From an optimization exercise on the open Yosys and OpenROAD flow, aimed at small area, a short achievable clock period and few clock cycles per item; shortcuts taken in it are not production practice.
The RTL was checked by simulation tests, not by an equivalence proof against the original design.
Power and IR drop assume default switching activity.

==> flow/design.v (outline; a module is shown in full before it is edited, if it fits) <==
// module srgbtf_lut_rom: 8 lines
// module srgbtf_alpha_dec_rom: 8 lines
// module srgbtf_enc_color: 240 lines
// module srgbtf_enc_alpha: 18 lines
// module srgbtf: 194 lines
module srgbtf (
    input  wire         clk,
    input  wire         rst,
    input  wire         cmd_valid,
    output wire         cmd_ready,
    input  wire [7:0]   cmd_cw,
    input  wire [127:0] cmd_a,
    input  wire [7:0]   cmd_b,
    output wire         rsp_valid,
    input  wire         rsp_ready,
    output wire [1:0]   rsp_st,
    output wire [127:0] rsp_d
);
  // ...
==> flow/alpha_dec.hex <==
00000000
3b808081
3c008081
3c40c0c1
3c808081
3ca0a0a1
3cc0c0c1
3ce0e0e1
3d008081
3d109091
3d20a0a1
3d30b0b1
3d40c0c1
3d50d0d1
3d60e0e1
3d70f0f1
3d808081
3d888889
3d909091
3d989899
3da0a0a1
3da8a8a9
3db0b0b1
3db8b8b9
3dc0c0c1
3dc8c8c9
3dd0d0d1
3dd8d8d9
3de0e0e1
3de8e8e9
3df0f0f1
3df8f8f9
3e008081
3e048485
3e088889
3e0c8c8d
3e109091
3e149495
3e189899
3e1c9c9d
3e20a0a1
3e24a4a5
3e28a8a9
3e2cacad
3e30b0b1
3e34b4b5
3e38b8b9
3e3cbcbd
3e40c0c1
3e44c4c5
3e48c8c9
3e4ccccd
3e50d0d1
3e54d4d5
3e58d8d9
3e5cdcdd
3e60e0e1
3e64e4e5
3e68e8e9
3e6ceced
3e70f0f1
3e74f4f5
3e78f8f9
3e7cfcfd
3e808081
3e828283
3e848485
3e868687
3e888889
3e8a8a8b
3e8c8c8d
3e8e8e8f
3e909091
3e929293
3e949495
3e969697
3e989899
3e9a9a9b
3e9c9c9d
3e9e9e9f
3ea0a0a1
3ea2a2a3
3ea4a4a5
3ea6a6a7
3ea8a8a9
3eaaaaab
3eacacad
3eaeaeaf
3eb0b0b1
3eb2b2b3
3eb4b4b5
3eb6b6b7
3eb8b8b9
3ebababb
3ebcbcbd
3ebebebf
3ec0c0c1
3ec2c2c3
3ec4c4c5
3ec6c6c7
3ec8c8c9
3ecacacb
3ecccccd
3ecececf
3ed0d0d1
3ed2d2d3
3ed4d4d5
3ed6d6d7
3ed8d8d9
3edadadb
3edcdcdd
3edededf
3ee0e0e1
3ee2e2e3
3ee4e4e5
3ee6e6e7
3ee8e8e9
3eeaeaeb
3eececed
3eeeeeef
3ef0f0f1
3ef2f2f3
3ef4f4f5
3ef6f6f7
3ef8f8f9
3efafafb
3efcfcfd
3efefeff
3f008081
3f018182
3f028283
3f038384
3f048485
3f058586
3f068687
3f078788
3f088889
3f09898a
3f0a8a8b
3f0b8b8c
3f0c8c8d
3f0d8d8e
3f0e8e8f
3f0f8f90
3f109091
3f119192
3f129293
3f139394
3f149495
3f159596
3f169697
3f179798
3f189899
3f19999a
3f1a9a9b
3f1b9b9c
3f1c9c9d
3f1d9d9e
3f1e9e9f
3f1f9fa0
3f20a0a1
3f21a1a2
3f22a2a3
3f23a3a4
3f24a4a5
3f25a5a6
3f26a6a7
3f27a7a8
3f28a8a9
3f29a9aa
3f2aaaab
3f2babac
3f2cacad
3f2dadae
3f2eaeaf
3f2fafb0
3f30b0b1
3f31b1b2
3f32b2b3
3f33b3b4
3f34b4b5
3f35b5b6
3f36b6b7
3f37b7b8
3f38b8b9
3f39b9ba
3f3ababb
3f3bbbbc
3f3cbcbd
3f3dbdbe
3f3ebebf
3f3fbfc0
3f40c0c1
3f41c1c2
3f42c2c3
3f43c3c4
3f44c4c5
3f45c5c6
3f46c6c7
3f47c7c8
3f48c8c9
3f49c9ca
3f4acacb
3f4bcbcc
3f4ccccd
3f4dcdce
3f4ececf
3f4fcfd0
3f50d0d1
3f51d1d2
3f52d2d3
3f53d3d4
3f54d4d5
3f55d5d6
3f56d6d7
3f57d7d8
3f58d8d9
3f59d9da
3f5adadb
3f5bdbdc
3f5cdcdd
3f5dddde
3f5ededf
3f5fdfe0
3f60e0e1
3f61e1e2
3f62e2e3
3f63e3e4
3f64e4e5
3f65e5e6
3f66e6e7
3f67e7e8
3f68e8e9
3f69e9ea
3f6aeaeb
3f6bebec
3f6ceced
3f6dedee
3f6eeeef
3f6feff0
3f70f0f1
3f71f1f2
3f72f2f3
3f73f3f4
3f74f4f5
3f75f5f6
3f76f6f7
3f77f7f8
3f78f8f9
3f79f9fa
3f7afafb
3f7bfbfc
3f7cfcfd
3f7dfdfe
3f7efeff
3f800000
==> flow/lut.hex <==
00000000
399f22b4
3a1f22b4
3a6eb40e
3a9f22b4
3ac6eb61
3aeeb40e
3b0b3e5d
3b1f22b4
3b33070a
3b46eb61
3b5b518e
3b70f18f
3b83e1c6
3b8fe616
3b9c87fd
3ba9c9b6
3bb7ad6f
3bc6354a
3bd56360
3be539c1
3bf5ba71
3c0373b6
3c0c6153
3c15a705
3c1f45be
3c293e6b
3c3391f7
3c3e4149
3c494d44
3c54b6c9
3c607eb4
3c6ca5df
3c792d22
3c830aa9
3c89af9f
3c9085dc
3c978dc6
3c9ec7c2
3ca63433
3cadd37d
3cb5a602
3cbdac21
3cc5e63a
3cce54ac
3cd6f7d5
3cdfd010
3ce8ddba
3cf2212d
3cfb9ac3
3d02a56a
3d0798dd
3d0ca7e6
3d11d2af
3d171964
3d1c7c30
3d21fb3c
3d2796b2
3d2d4ebb
3d332381
3d39152b
3d3f23e4
3d454fd2
3d4b991d
3d51ffec
3d588468
3d5f26b6
3d65e6fd
3d6cc563
3d73c20e
3d7add24
3d810b65
3d84b793
3d88732e
3d8c3e48
3d9018f4
3d940344
3d97fd49
3d9c0715
3da020ba
3da44a4a
3da883d6
3daccd6f
3db12727
3db5910f
3dba0b38
3dbe95b3
3dc33090
3dc7dbe0
3dcc97b4
3dd1641d
3dd6412b
3ddb2eee
3de02d76
3de53cd4
3dea5d18
3def8e51
3df4d090
3dfa23e5
3dff885e
3e027f06
3e05427f
3e080ea2
3e0ae377
3e0dc104
3e10a753
3e13966a
3e168e51
3e198f0f
3e1c98ac
3e1fab30
3e22c6a1
3e25eb07
3e29186a
3e2c4ed0
3e2f8e42
3e32d6c5
3e362862
3e39831f
3e3ce703
3e405417
3e43ca60
3e4749e6
3e4ad2af
3e4e64c3
3e520029
3e55a4e7
3e595305
3e5d0a89
3e60cb7a
3e6495df
3e6869be
3e6c471f
3e702e07
3e741e7e
3e78188b
3e7c1c33
3e8014bf
3e822039
3e84308b
3e8645b8
3e885fc3
3e8a7eb0
3e8ca281
3e8ecb3b
3e90f8df
3e932b72
3e9562f6
3e979f6f
3e99e0e0
3e9c274c
3e9e72b6
3ea0c321
3ea31890
3ea57307
3ea7d288
3eaa3716
3eaca0b6
3eaf0f68
3eb18332
3eb3fc15
3eb67a14
3eb8fd34
3ebb8576
3ebe12de
3ec0a56e
3ec33d2a
3ec5da14
3ec87c30
3ecb2380
3ecdd008
3ed081ca
3ed338c9
3ed5f508
3ed8b68a
3edb7d52
3ede4963
3ee11abf
3ee3f169
3ee6cd65
3ee9aeb5
3eec955b
3eef815c
3ef272b8
3ef56974
3ef86593
3efb6716
3efe6e00
3f00bd2b
3f02460c
3f03d1a5
3f055ff7
3f06f104
3f0884cd
3f0a1b54
3f0bb499
3f0d509f
3f0eef65
3f1090ef
3f12353d
3f13dc50
3f15862a
3f1732cc
3f18e237
3f1a946e
3f1c4970
3f1e0140
3f1fbbde
3f21794d
3f23398c
3f24fc9f
3f26c285
3f288b41
3f2a56d2
3f2c253c
3f2df67f
3f2fca9c
3f31a194
3f337b6a
3f35581d
3f3737b0
3f391a24
3f3aff7a
3f3ce7b2
3f3ed2cf
3f40c0d2
3f42b1bc
3f44a58e
3f469c49
3f4895ef
3f4a9280
3f4c91ff
3f4e946c
3f5099c9
3f52a216
3f54ad56
3f56bb88
3f58ccaf
3f5ae0cc
3f5cf7df
3f5f11ea
3f612eef
3f634eee
3f6571e9
3f6797e0
3f69c0d5
3f6becca
3f6e1bbf
3f704db5
3f7282ae
3f74baab
3f76f5ae
3f7933b6
3f7b74c6
3f7db8de
3f800000
==> flow/flow/run.sh <==
#!/bin/bash
# The standard layout (the standard.sh) with these changes:
#  - synthesis maps logic with Yosys's own ABC script (delay target 5 ns)
#    instead of ORFS's speed script; everything else in the synthesis,
#    including register mapping, flattening and renaming, is the standard flow's own;
#  - ORFS's timing repair steps are asked to leave setup slack of at least
#    MARGIN ns against the design's clock;
#  - every input and output port still gets its own buffer, but a plain
#    buf_4 instead of the delay cell the resizer picks by default;
#  - ABC gets no driver/load constraint file (so it does no buffering or
#    sizing of its own; the layout's repair steps do that), and Yosys's
#    full-adder extraction and Kogge-Stone carry mapping are left out
#    (ADDER_MAP_FILE empty; SYNTH_OPERATIONS_ARGS replaces the default
#    -extra-map with a flag the synth call already has).
set -uo pipefail
MARGIN=16
W=$PWD
{
  cat <<'EOT'
proc abc {args} {
  set i [lsearch -exact $args -script]
  if {$i >= 0} { set args [lreplace $args $i [expr {$i + 1}]] }
  set i [lsearch -exact $args -D]
  if {$i >= 0} { set args [lreplace $args $i [expr {$i + 1}]] }
  set i [lsearch -exact $args -constr]
  if {$i >= 0} { set args [lreplace $args $i [expr {$i + 1}]] }
  yosys abc -D 5000 {*}$args
}
EOT
  cat synth_recipe.tcl
} > flow_synth.tcl
sed "s#SYNTH_SCRIPT=[^ ]*#SYNTH_SCRIPT=$W/flow_synth.tcl#" standard.sh > standard_mine.sh
bash standard_mine.sh SETUP_SLACK_MARGIN=$MARGIN ADDER_MAP_FILE= SYNTH_OPERATIONS_ARGS=-noshare \
  "BUFFER_PORTS_ARGS=-buffer_cell sky130_fd_sc_hd__buf_4" \
  finish > flow_standard.log 2>&1
==> flow/standard.sh <==
#!/bin/bash
# synth_recipe.tcl (not shown) runs the flow's synth.tcl, then flattens the netlist and writes it again
# the make line also repeats each setting of config.mk as NAME=value (left out here)
make -C /OpenROAD-flow-scripts/flow DESIGN_CONFIG=/design/flow/config.mk WORK_HOME=/design/flow/orfs CLKGATE_MAP_FILE= SYNTH_SCRIPT=/design/flow/synth_recipe.tcl "${@:-finish}"
==> flow/config.mk <==
export PLATFORM = sky130hd
export DESIGN_NAME = srgbtf
export DESIGN_NICKNAME = srgbtf
export VERILOG_FILES = /design/flow/design.v
export SDC_FILE = /design/flow/constraint.sdc
export NUM_CORES = 4
export LEC_CHECK = 0
export CAP_MARGIN = 20
export CORE_MARGIN = 2
export CORE_UTILIZATION = 22
export GPL_TIMING_DRIVEN = 0
export PLACE_DENSITY = 0.38
export SLEW_MARGIN = 20
export SYNTH_MEMORY_MAX_BITS = 1048576
export TNS_END_PERCENT = 5
==> flow/constraint.sdc <==
create_clock -name core_clock -period 22.0 [get_ports {clk}]
set_input_delay 4.4000 -clock core_clock [delete_from_list [all_inputs] [get_ports {clk}]]
set_output_delay 4.4000 -clock core_clock [all_outputs]
set_load 0.01 [all_outputs]
==> impl_metrics.prom, run 1 <==
# TYPE chip_impl_metric gauge
chip_impl_info{name="outcome",value="finished clean"} 1
chip_impl_metric{name="total_number_of_placement_rows",unit=""} 176
chip_impl_metric{name="clock_buffer_count",unit=""} 64
chip_impl_metric{name="critical_path_buf_inv_count",unit=""} 2
chip_impl_metric{name="worst_pin_slew",unit="ns"} 1.32
chip_impl_metric{name="detailedPlacementHpwl",unit="um"} 406000
chip_impl_metric{name="synth.yosys.seq_area_share",unit="%"} 22.0
chip_impl_metric{name="pwr.group.sequential",unit="mW"} 0.873
chip_impl_info{name="critPathLaunchType",value="flip-flop"} 1
chip_impl_metric{name="max_clock_freq",unit="GHz"} 0.157
chip_impl_metric{name="combinationalPower",unit="mW"} 1.11
chip_impl_metric{name="clkPwrFrac",unit="%"} 30.3
chip_impl_metric{name="power.internal",unit="mW"} 1.58
chip_impl_info{name="hold_path.startpoint",value="b_d[26]"} 1
chip_impl_metric{name="fin_crit",unit="ns"} 6.37
chip_impl_metric{name="synth-compound-area-share",unit="%"} 43.8
chip_impl_metric{name="timing.critical_path.depth",unit=""} 12
chip_impl_metric{name="p_sw",unit="mW"} 1.25
chip_impl_info{name="cts_root_buf",value="sky130_fd_sc_hd__clkbuf_16"} 1
chip_impl_info{name="critical_path.endpoint_type",value="flip-flop"} 1
chip_impl_metric{name="grt-ovfl-total",unit=""} 0
chip_impl_metric{name="antenna_found_initial",unit=""} 39
chip_impl_info{name="largest_register",value="s1_a"} 1
chip_impl_metric{name="clock_network_area_fraction",unit="%"} 2.52
chip_impl_metric{name="register_area",unit="sq um"} 11300
chip_impl_metric{name="postCtsSetupBuffers",unit=""} 69
chip_impl_metric{name="share_comb_of_total_power",unit="%"} 39.0
chip_impl_metric{name="power.clock.total",unit="mW"} 0.859
chip_impl_info{name="r2r-end",value="out_d[45]"} 1
chip_impl_metric{name="fin_total_pwr",unit="mW"} 2.84
chip_impl_metric{name="multi_input_cells",unit=""} 7363
chip_impl_metric{name="worst_r2r_path_depth",unit=""} 12
chip_impl_metric{name="ant_nets",unit=""} 0
chip_impl_metric{name="post_synth_xor_area_fraction",unit="%"} 1.71
chip_impl_metric{name="via_count",unit=""} 83600
chip_impl_metric{name="slew_headroom",unit="%"} 10.7
chip_impl_metric{name="synthesis.yosys.warnings",unit=""} 4
chip_impl_metric{name="drt_first_pass_iters",unit=""} 12
chip_impl_metric{name="synth.lib_cells_used.distinct",unit=""} 71
chip_impl_info{name="mostFrequentLayoutCell",value="sky130_fd_sc_hd__nand2_1"} 1
chip_impl_metric{name="worstHoldPathCells",unit=""} 2
chip_impl_metric{name="gp_congestion",unit=""} 1.08
chip_impl_metric{name="synthArstFlopShare",unit="%"} 0
chip_impl_info{name="rr_startpoint",value="a_k[1]"} 1
chip_impl_info{name="timing.critical_path.to",value="out_d[45]"} 1
Testbench counts, summed over its fixed seeds: cycles 32,032, items 32,000.
==> inputs of run 2 (changes only) <==
--- a/flow/config.mk
+++ b/flow/config.mk
@@ -8,7 +8,7 @@
 export CAP_MARGIN = 20
 export CORE_MARGIN = 2
-export CORE_UTILIZATION = 22
+export CORE_UTILIZATION = 15
 export GPL_TIMING_DRIVEN = 0
-export PLACE_DENSITY = 0.38
+export PLACE_DENSITY = 0.3
 export SLEW_MARGIN = 20
 export SYNTH_MEMORY_MAX_BITS = 1048576
==> run 2 against run 1 <==
Compared with the run above:
- still clean on timing, DRC and antenna
- first-iteration DRC count fell by 7.1%
- global-route usage decreased by 12 points
- via count decreased by 1.5%
- sequential cell count stayed put
- clock power up 13%
- clock skew grew 0.0033 ns
- non-clock buffer count grew 1
- sequential share of layout area shrank 0.54 points
- die area is 46% higher
- combinational power barely moved
==> impl_metrics.prom, run 2 <==
# TYPE chip_impl_metric gauge
chip_impl_metric{name="drc_marker_count_from_the_first_detailed_route_iteration",unit=""} 14000
chip_impl_metric{name="worstHoldPathCells",unit=""} 0
chip_impl_info{name="list_of_most_frequent_post_synthesis_cells",value="sky130_fd_sc_hd__nand2_1, sky130_fd_sc_hd__nor2_1, sky130_fd_sc_hd__a21oi_1"} 1
chip_impl_metric{name="fin_crit",unit="ns"} 6.44
chip_impl_metric{name="post_synth_xor_area_fraction",unit="%"} 1.71
chip_impl_metric{name="synthAdderAreaFrac",unit="%"} 0.686
chip_impl_info{name="yosys_top_cell_by_area",value="sky130_fd_sc_hd__edfxtp_1"} 1
chip_impl_metric{name="synthesis.area",unit="sq um"} 51100
chip_impl_metric{name="synth.yosys.seq_area_share",unit="%"} 22.0
chip_impl_metric{name="synthesis.yosys.warnings",unit=""} 4
chip_impl_metric{name="number_of_synthesized_flops_with_an_enable_pin",unit=""} 347
chip_impl_metric{name="synthSimpleGateAreaFrac",unit="%"} 30.2
chip_impl_metric{name="floorplan.core_area",unit="sq um"} 340000
chip_impl_metric{name="post_layout_nonfiller_instances",unit=""} 13100
chip_impl_metric{name="critical_path.max_fanout",unit=""} 20
chip_impl_metric{name="globalRouteTotalUtil",unit="%"} 31.4
chip_impl_metric{name="maximum_buffer_depth_of_the_clock_tree",unit=""} 3
chip_impl_metric{name="skew",unit="ns"} 0.0261
chip_impl_metric{name="gp_congestion",unit=""} 1.03
chip_impl_metric{name="ys_seq_elements",unit=""} 389
chip_impl_metric{name="timing.max_cap.violations",unit=""} 0
chip_impl_metric{name="antenna_found_initial",unit=""} 50
chip_impl_metric{name="detailedPlacementHpwl",unit="um"} 436000
chip_impl_metric{name="die_area",unit="sq um"} 345000
chip_impl_info{name="r2r-end",value="out_d[17]"} 1
chip_impl_metric{name="cellPowerDensity",unit="nW/um^2"} 43.2
chip_impl_info{name="reg_top3",value="s1_a: 128 flops, out_d: 119 flops"} 1
chip_impl_metric{name="muxShareOfSynthArea",unit="%"} 0.945
chip_impl_metric{name="port_buffers",unit=""} 274
chip_impl_info{name="mostFrequentLayoutCell",value="sky130_fd_sc_hd__nand2_1"} 1
chip_impl_metric{name="synth-compound-area-share",unit="%"} 43.8
chip_impl_info{name="critPathLaunchType",value="flip-flop"} 1
chip_impl_metric{name="grt_pass1_wl",unit="um"} 749000
chip_impl_metric{name="area_growth_syn_to_layout",unit="%"} 34.3
chip_impl_metric{name="power_leakage",unit="nW"} 23.4
chip_impl_info{name="cts_root_buf",value="sky130_fd_sc_hd__clkbuf_16"} 1
chip_impl_metric{name="number_of_buffers_inserted_during_clock_tree_synthesis",unit=""} 56
chip_impl_info{name="netlist_top_cells_area",value="sky130_fd_sc_hd__edfxtp_1, sky130_fd_sc_hd__a21oi_1, sky130_fd_sc_hd__o21ai_0"} 1
chip_impl_metric{name="post_synth_inst_count",unit=""} 7818
chip_impl_metric{name="crit_arrival",unit="ns"} 7.06
chip_impl_metric{name="required_time_of_the_critical_path",unit="ns"} 22.61
chip_impl_info{name="largest_register",value="s1_a"} 1
chip_impl_metric{name="ir_drop",unit="uV"} 64.8
chip_impl_info{name="hold_path.startpoint",value="a_st[1]"} 1
chip_impl_metric{name="timing.final.crit_share",unit="%"} 29.3
chip_impl_metric{name="ant_nets",unit=""} 0
chip_impl_metric{name="vias_per_cell",unit=""} 6.27
chip_impl_metric{name="clkSinkCount",unit=""} 389
chip_impl_metric{name="worst_r2r_path_depth",unit=""} 14
chip_impl_info{name="tritoncts",value="yes"} 1
chip_impl_metric{name="drc_errors",unit=""} 0
chip_impl_metric{name="die_w",unit="um"} 588
chip_impl_info{name="rr_startpoint",value="a_k[1]"} 1
chip_impl_metric{name="via_count",unit=""} 82300
chip_impl_metric{name="clkLatencyLatePin",unit="ns"} 0.78
chip_impl_info{name="path_class",value="reg2reg"} 1
chip_impl_metric{name="max_clock_freq",unit="GHz"} 0.155
chip_impl_metric{name="timing.final.hold_violations",unit=""} 0
chip_impl_metric{name="setup_tns",unit="ns"} 0
chip_impl_metric{name="post-place-cells",unit=""} 12900
chip_impl_metric{name="slew_headroom",unit="%"} 12.2
chip_impl_info{name="unrepaired_setup_endpoints_after_global_routing",value="true"} 1
chip_impl_metric{name="postLayoutCoreUtil",unit="%"} 20.2
chip_impl_info{name="dominantRegCellSynth",value="sky130_fd_sc_hd__edfxtp_1"} 1
chip_impl_info{name="outcome",value="finished clean"} 1
chip_impl_info{name="most_used_standard_cell_by_instance_count_after_synthesis",value="sky130_fd_sc_hd__nand2_1"} 1
chip_impl_metric{name="n_fill_cell",unit=""} 39100
chip_impl_info{name="min-delay-path-class",value="reg2reg"} 1
chip_impl_metric{name="synth.lib_cells_used.distinct",unit=""} 71
chip_impl_info{name="final_cell_mix",value="sky130_fd_sc_hd__nand2_1, sky130_fd_sc_hd__a21oi_1, sky130_fd_sc_hd__o21ai_0"} 1
chip_impl_info{name="whs_endpoint",value="out_st[1]"} 1
chip_impl_metric{name="clk_pin_slew_worst_paths",unit="ns"} 0.06
chip_impl_metric{name="ff2ff_setup_slack",unit="ns"} 15.56
chip_impl_metric{name="largest_register_ff_count",unit=""} 128
chip_impl_metric{name="synthArstFlopShare",unit="%"} 0
chip_impl_metric{name="synth.top_cell.area_share",unit="%"} 20.4
chip_impl_metric{name="boundary_pin_count",unit=""} 280
chip_impl_info{name="critical_path.endpoint_type",value="flip-flop"} 1
chip_impl_metric{name="synth.avg_cell_area",unit="sq um"} 6.54
chip_impl_metric{name="die-height",unit="um"} 588
chip_impl_metric{name="setup_violations",unit=""} 0
chip_impl_info{name="synth_top_family_by_area",value="compound AO/OA/AOI/OAI gates"} 1
chip_impl_metric{name="fin_total_pwr",unit="mW"} 2.97
chip_impl_metric{name="report.final.slew_viol_count",unit=""} 0
chip_impl_metric{name="final_nets",unit=""} 8664
chip_impl_metric{name="grt-ovfl-total",unit=""} 0
chip_impl_metric{name="area_occupied_by_multi_input_gates",unit="sq um"} 41700
chip_impl_metric{name="grt_max_degree",unit=""} 92
chip_impl_metric{name="total_number_of_placement_rows",unit=""} 214
chip_impl_metric{name="routed_wirelength",unit="um"} 572000
chip_impl_metric{name="worst_pin_slew",unit="ns"} 1.30
chip_impl_metric{name="number_of_global_route_vias_before_repair",unit=""} 76700
chip_impl_metric{name="floorplan.initialDensity",unit="%"} 15.0
chip_impl_metric{name="layout-drive-gt1-share",unit="%"} 13.8
chip_impl_metric{name="finalHoldWorstSlack",unit="ns"} 0.419
chip_impl_metric{name="avgRoutedWirePerCell",unit="um"} 43.6
chip_impl_metric{name="max_h_tree_level",unit=""} 2
chip_impl_metric{name="drt_first_pass_iters",unit=""} 7
chip_impl_metric{name="register_area",unit="sq um"} 11300
[run 2: cell counts after synthesis]
Identical to the previous run, type by type.
[run 2: worst max path at each step]
| stage | endpoint | from |
|---|---|---|
| 2_1_floorplan | A_cr[1] | c_enc |
| 3_3_place_gp | A_cr[2] | c_enc |
| 3_5_place_dp | A_cr[1] | c_enc |
| 4_1_cts | A_cr[2] | s1_a[23] |
| 5_1_grt | out_d[8] | a_k[1] |
| 6_report | out_d[17] | a_k[1] |
[run 2: through the flow]
step | worst slack [ns] | instance area, sq um
floorplan | 13.54 | 51100
global placement | 3.40 | 58900
detailed placement | 13.88 | 64700
CTS | 15.74 | 67800
global route | 15.73 | 68600
finish | 15.56 | 68600
[run 2: timing repair]
item / in CTS / in global routing
setup endpoints to repair: 89 / 54
setup buffers: 67 / 38
gates cloned: 1 / 0
gates resized for setup: 184 / 83
hold buffers: 0 / 0
pin swaps: 8 / 13
[run 2: worst max-delay path, stage by stage, from the launching register on]
cell	delay (ns)
sky130_fd_sc_hd__edfxtp_1	0.52
sky130_fd_sc_hd__nand2b_4	0.47
sky130_fd_sc_hd__nand2_4	0.50
sky130_fd_sc_hd__nand2_2	0.51
sky130_fd_sc_hd__nor2_1	0.94
sky130_fd_sc_hd__nand2_1	0.67
sky130_fd_sc_hd__nand2_1	0.22
sky130_fd_sc_hd__nand3_1	0.37
sky130_fd_sc_hd__a221oi_1	0.42
sky130_fd_sc_hd__a31oi_1	0.08
sky130_fd_sc_hd__o31ai_1	0.12
sky130_fd_sc_hd__a21oi_1	0.10
sky130_fd_sc_hd__o21ai_0	1.00
sky130_fd_sc_hd__nand2_1	0.15
sky130_fd_sc_hd__nand4_1	0.15
[run 2: per-layer routing]
layer | up-vias | track usage, % | routed length, um
li1 | 32600 | - | -
met1 | 41500 | 42.1 | 240000
met2 | 6652 | 44.9 | 230000
met3 | 1543 | 8.56 | 61900
met4 | 24 | 18.1 | 39100
met5 | - | 0 | 161
[run 2: logic make-up after synthesis]
logic type                 Yosys count
AOI/OAI and AO/OA                 3666
xor gates and xnor gates           100
adders and majority gates           35
buffers and inverters               71
DFF                                389
muxes                               46
other                                1
and+or+nand+nor                   3510
[run 2: where the power goes]
part / total, mW / internal, mW / switching [mW]
sequential: 0.872 / 0.821 / 0.0506
clock: 0.970 / 0.535 / 0.435
combinational: 1.12 / 0.292 / 0.833
[run 2: cell type report]
cell class	instances	share of cell area, %
tap	4536	8.27
antenna	24	0.0875
multi-input combinational	7363	60.7
inverter	62	0.368
clock inverter	41	0.676
buffer	9	0.0984
clock buffer	63	2.08
timing repair buffer	635	11.3
sequential	389	16.4

separate check: timing with driven ports:
How much do the figures lean on ideal ports? The routed layouts below were timed once more, with nothing changed but the port constraints.
Step 1 assumes that a clkbuf_16 drives the clock port and a buf_2 every other input.
Step 2 also shifts input and output timing later by t, the mid clock arrival at the registers, as if the neighbouring blocks saw the same clock.
Three values: ideal, step 1, step 2; two values: the first two.
run	t (ns)	setup slack, ns	latest minus earliest clock arrival (ns)	worst register clock-pin slew, ns	worst data-port slew with drivers (ns)
run 1	0.822	15.627 / 15.627 / 15.490	0.031 / 0.031	0.07 / 0.07	0.27
run 2	0.846	15.556 / 15.556 / 15.556	0.030 / 0.030	0.08 / 0.08	0.29
After both steps setup and hold are still met in every run listed. The setup slack of run 1, which loses most, moves by 0.000 ns with the drivers and by -0.137 ns with both steps.
